Context: an optimization exercise on an open-source flow, tuned for small area. The choices shown serve that exercise and are no tape-out recipe.
Function was checked by simulation only, so behaviour that the tests miss may differ from the original.
Power figures rest on the tool's default switching activity, not on a simulated workload.

**design/flow/run.sh**
```bash
#!/bin/bash
# synth_recipe.tcl (not shown) runs the flow's synth.tcl, then flattens the netlist and writes it again
# the make line also repeats each setting of config.mk as NAME=value (left out here)
make -C /OpenROAD-flow-scripts/flow DESIGN_CONFIG=/design/flow/config.mk WORK_HOME=/design/flow/orfs CLKGATE_MAP_FILE= SYNTH_SCRIPT=/design/flow/synth_recipe.tcl finish
```
**design/flow/constraint.sdc**
```tcl
create_clock -name core_clock -period 15.0 [get_ports {clk}]
set_input_delay 3.0000 -clock core_clock [delete_from_list [all_inputs] [get_ports {clk}]]
set_output_delay 3.0000 -clock core_clock [all_outputs]
set_load 0.01 [all_outputs]
```
**design/flow/config.mk**
```make
export PLATFORM = sky130hd
export DESIGN_NAME = as608_fe
export DESIGN_NICKNAME = as608_fe
export VERILOG_FILES = /design/flow/design.v
export SDC_FILE = /design/flow/constraint.sdc
export NUM_CORES = 8
export LEC_CHECK = 0
export CAP_MARGIN = 20
export CORE_MARGIN = 2
export CORE_UTILIZATION = 30
export SLEW_MARGIN = 20
```
**design/flow/design.v**
```verilog
module as608_fe (
    input  wire        clk,
    input  wire        rst,
    input  wire        bus_valid,
    input  wire        bus_we,
    input  wire [17:0] bus_addr,
    input  wire [1:0]  bus_size,      
    input  wire [31:0] bus_wdata,
    output reg  [31:0] bus_rdata,
    output reg         bus_err,
    input  wire        rx_valid,
    input  wire [7:0]  rx_data,
    output wire        tx_valid,
    output wire [7:0]  tx_data,
    input  wire        tick,
    input  wire        port_fault,
    output wire        irq
);
    localparam TXBUF_SIZE = 64;
    localparam RXBUF_SIZE = 64;
    localparam RXQ_DEPTH  = 32;
    localparam [7:0] KIND_CMD  = 8'h01;
    localparam [7:0] KIND_DATA = 8'h02;
    localparam [7:0] KIND_ACK  = 8'h07;
    localparam [7:0] KIND_END  = 8'h08;
    localparam [1:0] M_IDLE = 2'd0, M_TX = 2'd1, M_RX = 2'd2;
    localparam [2:0] OP_NONE = 3'd0, OP_RECV_FRAME = 3'd2;
    localparam [3:0] E_NONE = 4'h0, E_TIMEOUT = 4'h1, E_START = 4'h2, E_ADDRESS = 4'h3,
                     E_LENGTH = 4'h4, E_CHECKSUM = 4'h5, E_KIND = 4'h6, E_TRUNCATED = 4'h7,
                     E_OVERFLOW = 4'h8, E_TRANSPORT = 4'h9, E_ILLEGAL = 4'hA, E_TXLEN = 4'hB;
    reg        st_done, st_errf, st_rej, st_rxovf;
    reg [3:0]  st_err;
    reg [2:0]  irq_en;
    reg [31:0] addr_r;
    reg [1:0]  pkt_r;
    reg [15:0] flim_r;
    reg [31:0] tmo_r;
    reg [31:0] txlen_r;
    reg [7:0]  rxlen_r;
    reg [7:0]  rxi_kind, rxi_conf;
    reg        rxi_cv;
    reg [15:0] fcnt_r;
    reg [1:0]  e_mode;
    reg [2:0]  e_op;
    reg [31:0] e_adr;
    reg [1:0]  e_p;       
    reg [15:0] e_lim;
    reg [31:0] e_tmo;
    reg [7:0]  e_n;
    reg [7:0]  e_off;
    reg        e_last;
    reg [7:0]  e_i;
    reg [7:0]  e_m;
    reg [7:0]  e_fk;
    reg [15:0] e_acc;
    reg [15:0] e_hs;
    reg [31:0] e_ha;
    reg [15:0] e_hl;
    reg [15:0] e_ck;
    reg [31:0] e_tcnt;
    reg [7:0]  txbuf [0:TXBUF_SIZE-1];
    reg [7:0]  rxbuf [0:RXBUF_SIZE-1];
    reg [7:0]  rxq   [0:RXQ_DEPTH-1];
    reg [4:0]  rxq_rd, rxq_wr;
    reg [5:0]  rxq_cnt;
    wire busy = (e_mode != M_IDLE);
    wire [15:0] h_off = bus_addr[15:0];
    wire [1:0]  h_rgn = bus_addr[17:16];
    wire h_misal = (bus_size == 2'd1 && bus_addr[0]) ||
                   (bus_size == 2'd2 && bus_addr[1:0] != 2'b00) ||
                   (bus_size == 2'd3);
    wire h_berr  = bus_valid && (h_misal || (h_rgn == 2'd0 && bus_size != 2'd2));
    wire h_ok    = bus_valid && !h_berr;
    wire h_rd    = h_ok && !bus_we;
    wire h_regwr = h_ok && bus_we && h_rgn == 2'd0;
    wire h_txwr  = h_ok && bus_we && h_rgn == 2'd1 && h_off < TXBUF_SIZE;
    wire [2:0] h_nbytes = (bus_size == 2'd0) ? 3'd1 : (bus_size == 2'd1) ? 3'd2 : 3'd4;
    reg [31:0] rd_val;
    integer j;
    always @(*) begin
        rd_val = 32'h0;
        case (h_rgn)
            2'd0: begin
                case (h_off)
                    16'h0004: rd_val = {20'h0, st_err, 3'b000, st_rxovf, st_rej, st_errf, st_done, busy};
                    16'h0008: rd_val = {29'h0, irq_en};
                    16'h000C: rd_val = addr_r;
                    16'h0010: rd_val = {30'h0, pkt_r};
                    16'h0014: rd_val = {16'h0, flim_r};
                    16'h0018: rd_val = tmo_r;
                    16'h001C: rd_val = txlen_r;
                    16'h0020: rd_val = {24'h0, rxlen_r};
                    16'h0024: rd_val = {15'h0, rxi_cv, rxi_conf, rxi_kind};
                    16'h0028: rd_val = {16'h0, fcnt_r};
                    16'h002C: rd_val = {26'h0, rxq_cnt};
                    default:  rd_val = 32'h0;
                endcase
            end
            2'd1: begin
                for (j = 0; j < 4; j = j + 1)
                    if (j < h_nbytes && {16'h0, h_off} + j < TXBUF_SIZE)
                        rd_val[8*j +: 8] = txbuf[h_off[5:0] + j[5:0]];
            end
            2'd2: begin
                for (j = 0; j < 4; j = j + 1)
                    if (j < h_nbytes && {16'h0, h_off} + j < RXBUF_SIZE)
                        rd_val[8*j +: 8] = rxbuf[h_off[5:0] + j[5:0]];
            end
            default: rd_val = 32'h0;
        endcase
    end
    always @(posedge clk) begin
        if (rst) begin
            bus_rdata <= 32'h0;
            bus_err   <= 1'b0;
        end else begin
            bus_rdata <= h_rd ? rd_val : 32'h0;
            bus_err   <= h_berr;
        end
    end
    wire [15:0] tx_len_field = {8'h00, e_m} + 16'd3;
    wire [7:0]  tx_pidx      = e_off + e_i - 8'd9;
    reg  [7:0]  tx_byte;
    always @(*) begin
        if (e_i == 8'd0)                 tx_byte = 8'hEF;
        else if (e_i == 8'd1)            tx_byte = 8'h01;
        else if (e_i == 8'd2)            tx_byte = e_adr[31:24];
        else if (e_i == 8'd3)            tx_byte = e_adr[23:16];
        else if (e_i == 8'd4)            tx_byte = e_adr[15:8];
        else if (e_i == 8'd5)            tx_byte = e_adr[7:0];
        else if (e_i == 8'd6)            tx_byte = e_fk;
        else if (e_i == 8'd7)            tx_byte = tx_len_field[15:8];
        else if (e_i == 8'd8)            tx_byte = tx_len_field[7:0];
        else if ({1'b0, e_i} <= {1'b0, e_m} + 9'd8) tx_byte = txbuf[tx_pidx[5:0]];
        else if ({1'b0, e_i} == {1'b0, e_m} + 9'd9) tx_byte = e_acc[15:8];
        else                             tx_byte = e_acc[7:0];
    end
    assign tx_valid = (e_mode == M_TX);
    assign tx_data  = tx_byte;
    assign irq = (st_done & irq_en[0]) | (st_errf & irq_en[1]) |
                 ((st_rej | st_rxovf) & irq_en[2]);
    reg        n_done, n_errf, n_rej, n_rxovf;
    reg [3:0]  n_err;
    reg [2:0]  n_irq_en;
    reg [31:0] n_addr, n_tmo, n_txlen;
    reg [1:0]  n_pkt;
    reg [15:0] n_flim;
    reg [7:0]  n_rxlen, n_rxi_kind, n_rxi_conf;
    reg        n_rxi_cv;
    reg [15:0] n_fcnt;
    reg [1:0]  n_mode;
    reg [2:0]  n_op;
    reg [31:0] n_adr;
    reg [1:0]  n_p;
    reg [15:0] n_lim;
    reg [31:0] n_etmo;
    reg [7:0]  n_n, n_off, n_i, n_m, n_fk;
    reg        n_last;
    reg [15:0] n_acc, n_hs, n_hl, n_ck;
    reg [31:0] n_ha;
    reg [31:0] n_tcnt;
    reg [4:0]  n_rxq_rd, n_rxq_wr;
    reg [5:0]  n_rxq_cnt;
    reg        rxq_push;
    reg [4:0]  rxq_widx;
    reg        rxbuf_we;
    reg [5:0]  rxbuf_wa;
    reg [7:0]  rxbuf_wd;
    reg [31:0] w;
    reg [3:0]  cop;
    reg        illegal;
    reg [7:0]  b;
    reg [7:0]  cap;
    reg [16:0] rx_m17;
    reg [15:0] hl_full;
    reg [15:0] ck_full;
    reg [31:0] ha_full;
    reg [7:0]  base;
    reg        was_busy, was_rx;
    function [7:0] chunk_cap;
        input [1:0] code;
        begin
            case (code)
                2'd0: chunk_cap = 8'd29;
                2'd1: chunk_cap = 8'd61;
                2'd2: chunk_cap = 8'd125;
                default: chunk_cap = 8'd253;
            endcase
        end
    endfunction
    function [7:0] kind_of_k;
        input [1:0] k;
        begin
            case (k)
                2'd0: kind_of_k = KIND_CMD;
                2'd1: kind_of_k = KIND_DATA;
                2'd2: kind_of_k = KIND_ACK;
                default: kind_of_k = KIND_END;
            endcase
        end
    endfunction
    always @(*) begin
        n_done = st_done; n_errf = st_errf; n_rej = st_rej; n_rxovf = st_rxovf;
        n_err = st_err; n_irq_en = irq_en;
        n_addr = addr_r; n_tmo = tmo_r; n_txlen = txlen_r; n_pkt = pkt_r; n_flim = flim_r;
        n_rxlen = rxlen_r; n_rxi_kind = rxi_kind; n_rxi_conf = rxi_conf; n_rxi_cv = rxi_cv;
        n_fcnt = fcnt_r;
        n_mode = e_mode; n_op = e_op; n_adr = e_adr; n_p = e_p; n_lim = e_lim; n_etmo = e_tmo;
        n_n = e_n; n_off = e_off; n_i = e_i; n_m = e_m; n_fk = e_fk; n_last = e_last;
        n_acc = e_acc; n_hs = e_hs; n_hl = e_hl; n_ck = e_ck; n_ha = e_ha; n_tcnt = e_tcnt;
        n_rxq_rd = rxq_rd; n_rxq_wr = rxq_wr; n_rxq_cnt = rxq_cnt;
        rxq_push = 1'b0; rxq_widx = 5'd0;
        rxbuf_we = 1'b0; rxbuf_wa = 6'd0; rxbuf_wd = 8'd0;
        w = bus_wdata; cop = bus_wdata[3:0]; illegal = 1'b0;
        b = 8'd0; cap = 8'd0; rx_m17 = 17'd0; hl_full = 16'd0; ck_full = 16'd0;
        ha_full = 32'd0; base = 8'd0;
        was_busy = busy;
        was_rx = (e_mode == M_RX);
        if (h_regwr) begin
            case (h_off)
                16'h0000: begin
                    illegal = (cop >= 4'd6) || (w[31:6] != 26'd0) ||
                              (w[5:4] != 2'd0 && cop != 4'd1);
                    if (busy) begin
                        if (w != 32'd0) n_rej = 1'b1;
                    end else if (illegal) begin
                        n_done = 1'b0; n_errf = 1'b1; n_err = E_ILLEGAL;
                    end else if (cop == 4'd5) begin
                        n_done = 1'b1; n_errf = 1'b0; n_err = E_NONE;
                        n_rxq_rd = 5'd0; n_rxq_wr = 5'd0; n_rxq_cnt = 6'd0;
                    end else if (cop != 4'd0) begin
                        n_done = 1'b0; n_errf = 1'b0; n_err = E_NONE;
                        n_fcnt = 16'd0;
                        n_adr = addr_r; n_p = pkt_r; n_lim = flim_r; n_etmo = tmo_r;
                        n_op = cop[2:0];
                        if (cop == 4'd1 || cop == 4'd3) begin
                            if (txlen_r > TXBUF_SIZE) begin
                                n_errf = 1'b1; n_err = E_TXLEN;
                            end else begin
                                n_n = txlen_r[7:0];
                                n_off = 8'd0;
                                n_i = 8'd0; n_acc = 16'd0; n_mode = M_TX;
                                if (cop == 4'd1) begin
                                    n_m = txlen_r[7:0];
                                    n_fk = kind_of_k(w[5:4]);
                                    n_last = 1'b1;
                                end else begin
                                    cap = chunk_cap(pkt_r);
                                    n_m = (txlen_r[7:0] < cap) ? txlen_r[7:0] : cap;
                                    n_last = (n_m == txlen_r[7:0]);
                                    n_fk = n_last ? KIND_END : KIND_DATA;
                                end
                            end
                        end else begin
                            n_rxlen = 8'd0; n_rxi_kind = 8'd0; n_rxi_conf = 8'd0; n_rxi_cv = 1'b0;
                            n_mode = M_RX;
                            n_i = 8'd0; n_acc = 16'd0; n_m = 8'd0; n_fk = 8'd0;
                            n_hs = 16'd0; n_ha = 32'd0; n_hl = 16'd0; n_ck = 16'd0;
                            n_tcnt = tmo_r;
                        end
                    end
                end
                16'h0004: begin
                    if (w[1]) n_done  = 1'b0;
                    if (w[2]) n_errf  = 1'b0;
                    if (w[3]) n_rej   = 1'b0;
                    if (w[4]) n_rxovf = 1'b0;
                end
                16'h0008: n_irq_en = w[2:0];
                16'h000C: n_addr = w;
                16'h0010: n_pkt = w[1:0];
                16'h0014: n_flim = (w[15:0] == 16'd0) ? 16'd1 : w[15:0];
                16'h0018: n_tmo = (w == 32'd0) ? 32'd1 : w;
                16'h001C: n_txlen = w;
                default: ;
            endcase
        end
        if (e_mode == M_TX) begin
            if (e_i >= 8'd6 && {1'b0, e_i} <= {1'b0, e_m} + 9'd8)
                n_acc = e_acc + {8'h00, tx_byte};
            if ({1'b0, e_i} == {1'b0, e_m} + 9'd10) begin
                n_fcnt = fcnt_r + 16'd1;
                if (e_last) begin
                    n_mode = M_IDLE; n_done = 1'b1;
                end else begin
                    n_off = e_off + e_m;
                    cap = chunk_cap(e_p);
                    n_m = ((e_n - n_off) < cap) ? (e_n - n_off) : cap;
                    n_last = ((n_off + n_m) == e_n);
                    n_fk = n_last ? KIND_END : KIND_DATA;
                    n_i = 8'd0; n_acc = 16'd0;
                end
            end else begin
                n_i = e_i + 8'd1;
            end
        end else if (e_mode == M_RX && rxq_cnt != 6'd0) begin
            b = rxq[rxq_rd];
            n_rxq_rd = rxq_rd + 5'd1;
            n_rxq_cnt = n_rxq_cnt - 6'd1;
            n_i = e_i + 8'd1;
            if (e_i == 8'd0) begin
                n_hs = {b, 8'h00};
            end else if (e_i == 8'd1) begin
                n_hs = {e_hs[15:8], b};
                if (n_hs != 16'hEF01) begin
                    n_mode = M_IDLE; n_errf = 1'b1; n_err = E_START;
                end
            end else if (e_i >= 8'd2 && e_i <= 8'd5) begin
                ha_full = {e_ha[23:0], b};
                n_ha = ha_full;
                if (e_i == 8'd5 && ha_full != e_adr) begin
                    n_mode = M_IDLE; n_errf = 1'b1; n_err = E_ADDRESS;
                end
            end else if (e_i == 8'd6) begin
                n_fk = b;
                if (!(b == KIND_DATA || b == KIND_END ||
                      (e_op == OP_RECV_FRAME && (b == KIND_CMD || b == KIND_ACK)))) begin
                    n_mode = M_IDLE; n_errf = 1'b1; n_err = E_KIND;
                end
                n_acc = {8'h00, b};
            end else if (e_i == 8'd7) begin
                n_hl = {b, 8'h00};
                n_acc = e_acc + {8'h00, b};
            end else if (e_i == 8'd8) begin
                hl_full = {e_hl[15:8], b};
                n_hl = hl_full;
                n_acc = e_acc + {8'h00, b};
                rx_m17 = {1'b0, hl_full} - 17'd3;
                if (hl_full < 16'd3) begin
                    n_mode = M_IDLE; n_errf = 1'b1; n_err = E_LENGTH;
                end else if ({9'd0, rxlen_r} + rx_m17 > RXBUF_SIZE) begin
                    n_mode = M_IDLE; n_errf = 1'b1; n_err = E_OVERFLOW;
                end else begin
                    n_m = rx_m17[7:0];
                end
            end else if ({1'b0, e_i} <= {1'b0, e_m} + 9'd8) begin
                rxbuf_we = 1'b1;
                rxbuf_wa = rxlen_r[5:0] + e_i[5:0] - 6'd9;
                rxbuf_wd = b;
                n_acc = e_acc + {8'h00, b};
            end else if ({1'b0, e_i} == {1'b0, e_m} + 9'd9) begin
                n_ck = {b, 8'h00};
            end else begin
                ck_full = {e_ck[15:8], b};
                n_ck = ck_full;
                n_i = e_i;
                if (ck_full != e_acc) begin
                    n_mode = M_IDLE; n_errf = 1'b1; n_err = E_CHECKSUM;
                end else begin
                    base = rxlen_r;
                    n_rxlen = rxlen_r + e_m;
                    if (e_fk == KIND_ACK && e_m != 8'd0) begin
                        n_rxi_cv = 1'b1; n_rxi_conf = rxbuf[base[5:0]]; n_rxi_kind = e_fk;
                    end else begin
                        n_rxi_cv = 1'b0; n_rxi_conf = 8'd0; n_rxi_kind = e_fk;
                    end
                    n_fcnt = fcnt_r + 16'd1;
                    if (e_op == OP_RECV_FRAME) begin
                        n_mode = M_IDLE; n_done = 1'b1;
                    end else if (e_fk == KIND_END) begin
                        n_mode = M_IDLE; n_done = 1'b1;
                    end else if (n_fcnt == e_lim) begin
                        n_mode = M_IDLE; n_errf = 1'b1; n_err = E_TRUNCATED;
                    end else begin
                        n_i = 8'd0; n_acc = 16'd0; n_m = 8'd0; n_fk = 8'd0;
                        n_hs = 16'd0; n_ha = 32'd0; n_hl = 16'd0; n_ck = 16'd0;
                        n_tcnt = e_tmo;
                    end
                end
            end
        end
        if (port_fault && was_busy && n_mode != M_IDLE) begin
            n_mode = M_IDLE; n_errf = 1'b1; n_err = E_TRANSPORT;
        end
        if (tick && was_rx && n_mode == M_RX) begin
            n_tcnt = n_tcnt - 32'd1;
            if (n_tcnt == 32'd0) begin
                n_mode = M_IDLE; n_errf = 1'b1;
                n_err = (n_i == 8'd0) ? E_TIMEOUT : E_LENGTH;
            end
        end
        if (rx_valid) begin
            if (n_rxq_cnt < RXQ_DEPTH) begin
                rxq_push = 1'b1;
                rxq_widx = n_rxq_wr;
                n_rxq_wr = n_rxq_wr + 5'd1;
                n_rxq_cnt = n_rxq_cnt + 6'd1;
            end else begin
                n_rxovf = 1'b1;
            end
        end
    end
    always @(posedge clk) begin
        if (rst) begin
            st_done <= 1'b0; st_errf <= 1'b0; st_rej <= 1'b0; st_rxovf <= 1'b0;
            st_err <= 4'h0; irq_en <= 3'd0;
            addr_r <= 32'hFFFFFFFF; pkt_r <= 2'd0; flim_r <= 16'd4096; tmo_r <= 32'd1000;
            txlen_r <= 32'd0; rxlen_r <= 8'd0;
            rxi_kind <= 8'd0; rxi_conf <= 8'd0; rxi_cv <= 1'b0; fcnt_r <= 16'd0;
            e_mode <= M_IDLE; e_op <= OP_NONE; e_adr <= 32'd0; e_p <= 2'd0; e_lim <= 16'd0;
            e_tmo <= 32'd0; e_n <= 8'd0; e_off <= 8'd0; e_last <= 1'b0; e_i <= 8'd0;
            e_m <= 8'd0; e_fk <= 8'd0; e_acc <= 16'd0; e_hs <= 16'd0; e_ha <= 32'd0;
            e_hl <= 16'd0; e_ck <= 16'd0; e_tcnt <= 32'd0;
            rxq_rd <= 5'd0; rxq_wr <= 5'd0; rxq_cnt <= 6'd0;
        end else begin
            st_done <= n_done; st_errf <= n_errf; st_rej <= n_rej; st_rxovf <= n_rxovf;
            st_err <= n_err; irq_en <= n_irq_en;
            addr_r <= n_addr; pkt_r <= n_pkt; flim_r <= n_flim; tmo_r <= n_tmo;
            txlen_r <= n_txlen; rxlen_r <= n_rxlen;
            rxi_kind <= n_rxi_kind; rxi_conf <= n_rxi_conf; rxi_cv <= n_rxi_cv; fcnt_r <= n_fcnt;
            e_mode <= n_mode; e_op <= n_op; e_adr <= n_adr; e_p <= n_p; e_lim <= n_lim;
            e_tmo <= n_etmo; e_n <= n_n; e_off <= n_off; e_last <= n_last; e_i <= n_i;
            e_m <= n_m; e_fk <= n_fk; e_acc <= n_acc; e_hs <= n_hs; e_ha <= n_ha;
            e_hl <= n_hl; e_ck <= n_ck; e_tcnt <= n_tcnt;
            rxq_rd <= n_rxq_rd; rxq_wr <= n_rxq_wr; rxq_cnt <= n_rxq_cnt;
        end
    end
    always @(posedge clk) begin
        if (!rst && rxq_push)
            rxq[rxq_widx] <= rx_data;
        if (!rst && rxbuf_we)
            rxbuf[rxbuf_wa] <= rxbuf_wd;
        if (!rst && h_txwr) begin
            for (j = 0; j < 4; j = j + 1)
                if (j < h_nbytes)
                    txbuf[h_off[5:0] + j[5:0]] <= bus_wdata[8*j +: 8];
        end
    end
endmodule
```
==> out/qor.txt <==
Outcome: no timing/DRC/antenna violations
Worst-Skew Late Latency: 0.98 ns
Total track usage: 25.4%
Post-synth cell types: 93
Share of power burned in registers: 42.8%
GRT overflow: 0
Worst hold slack: 0.445 ns
P&R area growth vs syn: 11.2%
Mapped Nets: 11,500
Initial antenna violation count: 45
Switch share: 27.7%
Static leakage power: 44.5 nW
Number of synthesized flops with an enable pin: 1,280
Synth Flop Type: edfxtp_1
Slew headroom: 9.02%
Peak Freq: 87.2 MHz
GPL Wtd Cong: 1.04
# hold bufs at CTS: 0
Yosys Warn Count: 1
Post-CTS setup buffer count: 0
Psw: 3.28 mW
Pwr per Cell Area: 83.5 nW/um^2
Yosys reg bits: 1,719
Vias in the first global route: 99,700
Worst r2r src: rxq_rd[0]
Cell Int Power: 8.59 mW
Synth Instances: 11,300
Clock Power Share: 44.0%
Core box area: 424,000 sq um
Max-slew violations: 0
Post-layout min period: 11.47 ns
Largest net degree at the start of global routing: 177
Fin crit share: 76.5%
Total Wirelength: 571,000 microns
Gate power share: 13.2%
Crit path DAT: 8.47 ns
R2R Path End: st_errf
Via density: 6.57
Worst Path Required: 12.00 ns
Worst Hold Depth: 2
Area of the mapped netlist: 128,000 sq um
Max IR drop VDD: 0.106 mV
Most common cell after layout, fill and taps aside: mux4_2
Antenna Violating Nets Remaining: 0
Highest net fanout along the worst path: 23
CTS buffer count: 202
Max Clock Skew: 0.132 ns
Total die area: 431,000 sq um
CTS Root Cell: clkbuf_16
Final hold vios: 0
Drt pass-1 iters: 9
Sum Neg Setup Slack: 0 ns
Max Cap Viol: 0
Sink Count: 1,719
Placement Cell Area: 135,000 sq um
Die height: 657 microns
Initial DRC Count: 19,700
Synth Area per Inst: 11.3 sq um
Crit end category: primary output
Final-stage net count: 11,000
Layout cell share with drive strength beyond 1: 23.5%
Kind of critical path: flop to primary output
Cell count of the worst reg-to-reg path: 28
HP Class: flop to flop
Die Wd: 657 microns
DRC violations left: 0
Internal reg-to-reg setup slack: 4.07 ns
First-pass GRT wire length: 792,000 microns
Setup crit end: tx_data[7]
Clk pin slew, worst setup/hold paths: 0.07 ns
Row Count: 239
DP HPWL: 392,000 microns
Nature of the critical path startpoint: flop
RSZ-0062 raised after global routing: false
Power consumption: 11.9 mW
Initial Utilization: 30.1%
Setup Viol. Count Final: 0
IO Count: 110
PortBufs: 109
H-tree levels: 4
DR vias: 110,000
CTS tree: built
Clock Path Buffers: 4
Most frequent cells in the layout: mux4_2, nand2_1, edfxtp_1, nor2_1, o21ai_0
CP startpoint: e_i[1]
Post-cts sizing count: 0
Worst slew pin tran: 1.36 ns
Post-synthesis sequential area ratio: 37.0%
Share of flip-flops with an asynchronous set or reset: 0%
Average wire per standard cell: 34.2 microns
Non-Filler Cell Area, Final: 142,000 sq um
==> critical path, stage by stage, from the launching register on <==
cell             delay [ns]
dfxtp_1                0.78
inv_1                  0.16
ha_1                   0.40
inv_1                  0.09
ha_4                   0.17
fa_4                   1.25
buf_4                  0.56
mux4_2                 0.31
mux2i_1                0.11
a21oi_1                0.50
a211oi_1               0.18
a211oi_2               0.91
a21oi_1                0.07
a21oi_1                0.21
a221oi_1               0.10
nor3_1                 0.18
a211oi_1               0.09
o31ai_1                0.62
clkdlybuf4s50_1        0.67
==> power groups by stage <==
| stage | registers [mW] | logic, mW | clock network [mW] |
|---|---|---|---|
| detailed placement | 5.18 | 1.48 | 0 |
| global placement | 5.18 | 1.47 | 0 |
| floorplan | 5.18 | 0.911 | 0 |
| global route | 5.08 | 1.57 | 5.40 |
| finish | 5.08 | 1.57 | 5.23 |
| CTS | 5.08 | 1.48 | 5.23 |
==> how the worst min path moves through the flow <==
| stage | from | to | slack, ns |
|---|---|---|---|
| floorplan | e_tmo[31] | e_tmo[31] | 0.43 |
| global placement | e_tmo[31] | e_tmo[31] | 0.44 |
| detailed placement | e_tmo[31] | e_tmo[31] | 0.45 |
| CTS | addr_r[6] | e_adr[6] | 0.43 |
| global route | addr_r[6] | e_adr[6] | 0.45 |
| finish | flim_r[3] | e_lim[3] | 0.44 |
==> synth_stat cells, types with 120 or more instances <==
cell	count	share of area, %
edfxtp_1	1280	30
buf_1	158	0.46
mux4_2	1678	30
ha_1	120	1.2
clkbuf_1	917	2.7
o21ai_0	838	3.3
nand2_1	1398	4.1
mux2i_1	547	4.3
a21oi_1	708	2.8
a22oi_1	147	0.86
nand3_1	270	1.1
nor3_1	156	0.61
dfxtp_1	439	6.9
xnor2_1	147	1.0
nor2_1	1094	3.2
==> through the flow <==
stage | instances | util (%) | worst slack (ns)
finish | 16700 | 33.5 | 3.53
global route | 16700 | 33.5 | 3.41
CTS | 16700 | 33.5 | 3.79
detailed placement | 16300 | 31.9 | 4.22
global placement | 16300 | 31.8 | 4.30
floorplan | 11300 | - | 4.28
==> cell type report <==
cell class | instances | area [sq um]
Antenna cell | 49 | 123
Clock buffer | 252 | 5460
Clock inverter | 121 | 1310
Inverter | 101 | 392
Tap cell | 5663 | 7090
Timing Repair Buffer | 487 | 3990
Fill cell | 42200 | 282000
Sequential cell | 1719 | 47200
Multi-Input combinational cell | 8327 | 76500
==> layer usage <==
layer	GRT usage (%)	part of all wire (%)	vias up	wire length, microns
met4	16.2	7.9	33	45000
met1	32.1	35	54500	199000
met3	10.3	16	1976	92000
li1	-	-	43300	-
met5	0.665	0.10	-	584
met2	35.7	41	9977	235000
==> flip-flops by register name, indices dropped and copies added, names as in the netlist, 16 cells and up <==
name       cells
addr_r        32
bus_rdata     32
e_acc         16
e_adr         32
e_ha          24
e_lim         16
e_tcnt        32
e_tmo         32
fcnt_r        16
flim_r        16
rxbuf        512
rxq          256
tmo_r         32
txbuf        512
txlen_r       32
==> cell families after synthesis <==
logic type,Yosys count,share of synthesized area [%]
AO/OA/AOI/OAI,2279,10.6
adder cells (fa/ha/maj),129,1.32
flip-flops,1719,37.0
multiplexers,2263,34.2
XOR/XNOR,244,1.70
AND/OR/NAND/NOR,3412,11.6
buffers and inverters,1213,3.63

-- what the ideal ports hide --
The flow's constraints put no driver on any port. The routed layout listed below was extracted and timed again, unchanged, in two steps.
Step 1 (the two cells are an assumption about what drives the block):
set clk [get_ports {clk}]
set_driving_cell -lib_cell sky130_fd_sc_hd__clkbuf_16 $clk
set_driving_cell -lib_cell sky130_fd_sc_hd__buf_2 [delete_from_list [all_inputs] $clk]
Step 2, shift: input delay + t, output delay - t, t = (earliest + latest rising clock arrival at the registers) / 2. This alone moves slack from input paths to output paths.
a / b / c = no drivers / after step 1 / after step 2; a / b = the first two.
t (ns): 1.032
setup slack, ns: 3.530 / 3.415 / 4.068
clock arrival spread, ns: 0.134 / 0.134
slew at the worst register clock pin (ns): 0.08 / 0.08
After both steps setup and hold are still met in this run. For this run, drivers alone change the setup slack by -0.115 ns; drivers and shift together by +0.538 ns.
